Background: an optimization exercise with open tools, aiming at small area, a short achievable clock period and few clock cycles. Do not read the settings as production practice.
Only simulation tests tie the RTL to the original design; equivalence was not proved.
Power is estimated from default activity; no workload was simulated.

run 1:
==> flow/design.v (excerpt) <==
module bitcopy_core (
    input  wire        clk,
    input  wire        rst,
    input  wire        host_we,
    input  wire [3:0]  host_addr,
    input  wire [63:0] host_wdata,
    output reg         busy,
    output reg         done,
    output reg  [7:0]  status,
    output reg  [63:0] res,
    output wire [31:0] mem_addr,
    output reg         mem_re,
    output reg         mem_we,
    output reg  [7:0]  mem_wdata,
    input  wire [7:0]  mem_rdata
);
    localparam [3:0] R_CMD = 4'd0, R_DBASE = 4'd2, R_DOFF = 4'd3, R_SBASE = 4'd4,
                     R_SOFF = 4'd5, R_CLEN = 4'd6, R_CAP = 4'd7, R_VAL = 4'd8;
    localparam [4:0] OP_COPY = 5'h01, OP_SATLEN = 5'h02, OP_SETBIT = 5'h03,
                     OP_SETU = 5'h04, OP_SETI = 5'h05, OP_SETF16 = 5'h06,
                     OP_SETF32 = 5'h07, OP_SETF64 = 5'h08, OP_GETBIT = 5'h09,
                     OP_GETU8 = 5'h0A, OP_GETU16 = 5'h0B, OP_GETU32 = 5'h0C,
                     OP_GETU64 = 5'h0D, OP_GETF16 = 5'h0E, OP_GETF32 = 5'h0F,
  ...
export LEC_CHECK = 0
export CAP_MARGIN = 20
export CORE_MARGIN = 2
export CORE_UTILIZATION = 40
export CTS_CLUSTER_DIAMETER = 100
export CTS_CLUSTER_SIZE = 24
export SLEW_MARGIN = 20
export TNS_END_PERCENT = 0
create_clock -name core_clock -period 12.0 [get_ports {clk}]
standard.sh (not shown) runs the stock make flow with config.mk's settings and CLKGATE_MAP_FILE= SYNTH_SCRIPT=/design/flow/synth_recipe.tcl, a recipe that flattens the netlist after the stock synthesis.
==> flow/flow/run.sh <==
#!/bin/bash
set -e
export SETUP_SLACK_MARGIN=8
bash standard.sh > standard.log 2>&1
Run 1: PASS, flow complete, no timing, DRC or antenna violations
Testbench counts of run 1, summed over its fixed seeds: cycles 40,773.
The following lists how run 2 was set up differently from run 1:
- CORE_UTILIZATION: 40 -> 55
Results
- On portion of the layout cell area used by clock cells, run 2 and run 1 are basically level.
- Going from run 1 to run 2, total detailed-routing wirelength grew slightly.
- Re data arrival time of the critical path: run 2 and run 1 aren't equal, and the higher value belongs to run 2.
- Worst hold slack: lower on run 1
- Clock-buffer cell count (run 2 over run 1): decrease, 9.1%
- Run 2 ends up with higher detail-routed net length per standard cell than run 1 does.
- Re combinational share of power: run 2 and run 1 aren't equal, and the higher value belongs to run 2.
- A worst setup path endpoint of res[24] is what run 1 shows, while res[48] belongs to run 2.
Modified inputs, run 3 compared to run 2
- CORE_UTILIZATION changed from 55 to 40
==> flow/flow/run.sh <==
#!/bin/bash
set -e
export SETUP_SLACK_MARGIN=8
export BUFFER_PORTS_ARGS="-buffer_cell sky130_fd_sc_hd__buf_2"
bash standard.sh > standard.log 2>&1
[summary]
Run 3 has initial core utilization below what run 2 had.
Register-to-register slack, run 2 and run 3: smaller value in run 2
Per the comparison of run 3 with run 2, cell area now smaller; worst setup slack now larger.
Against run 2 as the reference, run 3 delivers a lower met2 track utilization from global routing.
Run 3 ends up with lower clock period minus worst slack than run 2 does.
Run 2 -> run 3: areal power density over the cells increased by a few percent
In the metrics for run 2 and run 3, the one carrying the higher worst voltage drop across the vdd grid is run 2.

* * *

== try-garnet ==
Another version of the RTL of bitcopy_core (not shown whole).
Size: ~4,600 cells after synthesis, ~540 flip-flops, ~200 I/O pins, roughly 42,000 µm² of cells after synthesis.
export LEC_CHECK = 0
export CAP_MARGIN = 20
export CORE_MARGIN = 2
export CORE_UTILIZATION = 40
export SLEW_MARGIN = 20
create_clock -name core_clock -period 12.0 [get_ports {clk}]
run.sh (not shown) runs the stock make flow with config.mk's settings and CLKGATE_MAP_FILE= SYNTH_SCRIPT=/design/flow/synth_recipe.tcl, a recipe that flattens the netlist after the stock synthesis.
Stock flow here: none of the scripts above is used.
The final layout from try-garnet, which completed every stage, passed the timing, design-rule and antenna checks at the end of the flow.
Testbench counts of try-garnet, summed over its fixed seeds: cycles 40,934.
Inputs modified between try-garnet and try-tundra:
==> flow/flow/run.sh (new file) <==
#!/bin/bash
# Standard layout (the standard.sh, unchanged). The resizer's timing
# repair aims 8 ns below the clock period and works on the worst path
# only (no total-negative-slack pass), so it does not grow the others.
set -e
export SETUP_SLACK_MARGIN=8
export TNS_END_PERCENT=0
bash standard.sh > standard.log 2>&1
==> flow/standard.sh (new file) <==
#!/bin/bash
# synth_recipe.tcl (not shown) runs the flow's synth.tcl, then flattens the netlist and writes it again
# the make line also repeats each setting of config.mk as NAME=value (left out here)
make -C /OpenROAD-flow-scripts/flow DESIGN_CONFIG=/design/flow/config.mk WORK_HOME=/design/flow/orfs CLKGATE_MAP_FILE= SYNTH_SCRIPT=/design/flow/synth_recipe.tcl "${@:-finish}"
removed: flow/run.sh
- Total instance count after detailed placement across try-garnet and try-tundra: no real change.
- try-tundra: data-path buffer share of cell area in the final layout is 2.0 points higher than what try-garnet reported.
- There was hardly any difference in instance area after placement between try-garnet and try-tundra.
- As far as share of synthesized cell area in and, or, nand and nor gates goes, try-tundra and try-garnet are indistinguishable; the numbers are identical.
- try-tundra against try-garnet: gate count after technology mapping stayed essentially flat; via count of the first global-routing pass rose by 1,052; area growth from synthesis to layout rose by 5.7 points.
- Higher power density over the cells was reported by try-garnet, not try-tundra.
- NOTE: final wirelength in try-tundra exceeds that of try-garnet
- Met1 capacity usage during global routing: try-tundra vs try-garnet up 0.27 points

* * *

bitcopy_core, a different RTL version from the one above (not shown whole).
Size in the first run: about 4600 cells after synthesis, about 540 flip-flops, roughly 200 I/O pins, about 42000 sq um of cells after synthesis.
==> flow/config.mk <==
export PLATFORM = sky130hd
export DESIGN_NAME = bitcopy_core
export DESIGN_NICKNAME = bitcopy_core
export VERILOG_FILES = /design/flow/design.v
export SDC_FILE = /design/flow/constraint.sdc
export NUM_CORES = 4
export LEC_CHECK = 0
export CAP_MARGIN = 20
export CORE_MARGIN = 2
export CORE_UTILIZATION = 40
export SLEW_MARGIN = 20
==> flow/constraint.sdc <==
create_clock -name core_clock -period 12.0 [get_ports {clk}]
set_input_delay 2.4000 -clock core_clock [delete_from_list [all_inputs] [get_ports {clk}]]
set_output_delay 2.4000 -clock core_clock [all_outputs]
set_load 0.01 [all_outputs]
standard.sh (not shown) runs the stock make flow with config.mk's settings and CLKGATE_MAP_FILE= SYNTH_SCRIPT=/design/flow/synth_recipe.tcl, a recipe that flattens the netlist after the stock synthesis.
==> flow/flow/run.sh <==
#!/bin/bash
# Standard layout (the standard.sh, unchanged). The resizer's timing
# repair aims 8 ns below the clock period and works on the worst path
# only (no total-negative-slack pass), so it does not grow the others.
set -e
export SETUP_SLACK_MARGIN=8
export TNS_END_PERCENT=0
bash standard.sh > standard.log 2>&1
The starting point produced a clean layout.
Testbench counts at the start, summed over its fixed seeds: cycles 40,309.
Rerun with:
==> flow/flow/run.sh (replaced) <==
#!/bin/bash
set -e
export SETUP_SLACK_MARGIN=8
bash standard.sh > standard.log 2>&1
- CTS_CLUSTER_DIAMETER: default -> 100
- CTS_CLUSTER_SIZE: default -> 24
- TNS_END_PERCENT: default -> 0
The new run ran to the end with no violations.
Design area decreases by 2.3%.
Clock power decreases by 38%.
Routed wire length decreases by 1.0%.
Global-route usage decreases by 0.25 points.
Count of clock-buffer cells in the layout decreases by 45.
Hold slack is better by 13 ps.
Non-clock buffer count decreases by 2.

static timing again, ports no longer ideal:
No port has a modelled driver above. Below, the same layouts with a new extraction and two added sets of constraints.
Step 1 (the two cells are an assumption about what drives the block):
set clk [get_ports {clk}]
set_driving_cell -lib_cell sky130_fd_sc_hd__clkbuf_16 $clk
set_driving_cell -lib_cell sky130_fd_sc_hd__buf_2 [delete_from_list [all_inputs] $clk]
Step 2 adds t to the input delays and takes it off the output delays; t is the mean of the earliest and latest rising clock arrival at the registers after step 1. Input paths then give back, and output paths get back, about the clock's delay inside the block.
a / b / c = ideal / step 1 / step 2; a / b = the first two.
| run | shift t [ns] | setup WS [ns] | worst slew at a driven data input, ns |
|---|---|---|---|
| run 1 | 0.704 | 7.072 / 7.048 / 6.412 | 0.06 |
| run 2 | 0.730 | 7.000 / 7.001 / 6.319 | 0.05 |
| run 3 | 0.700 | 7.057 / 7.057 / 6.406 | 0.06 |
| try-garnet | 0.727 | 5.368 / 5.368 / 5.368 | 0.09 |
| try-tundra | 0.716 | 7.180 / 7.180 / 6.560 | 0.08 |
| the first run of note 3 | 0.720 | 6.435 / 6.435 / 5.843 | 0.06 |
| the second run of note 3 | 0.750 | 6.571 / 6.571 / 5.948 | 0.06 |
After both steps setup and hold are still met in every run listed. The setup slack of run 2, which loses most, moves by +0.001 ns with the drivers and by -0.681 ns with both steps.
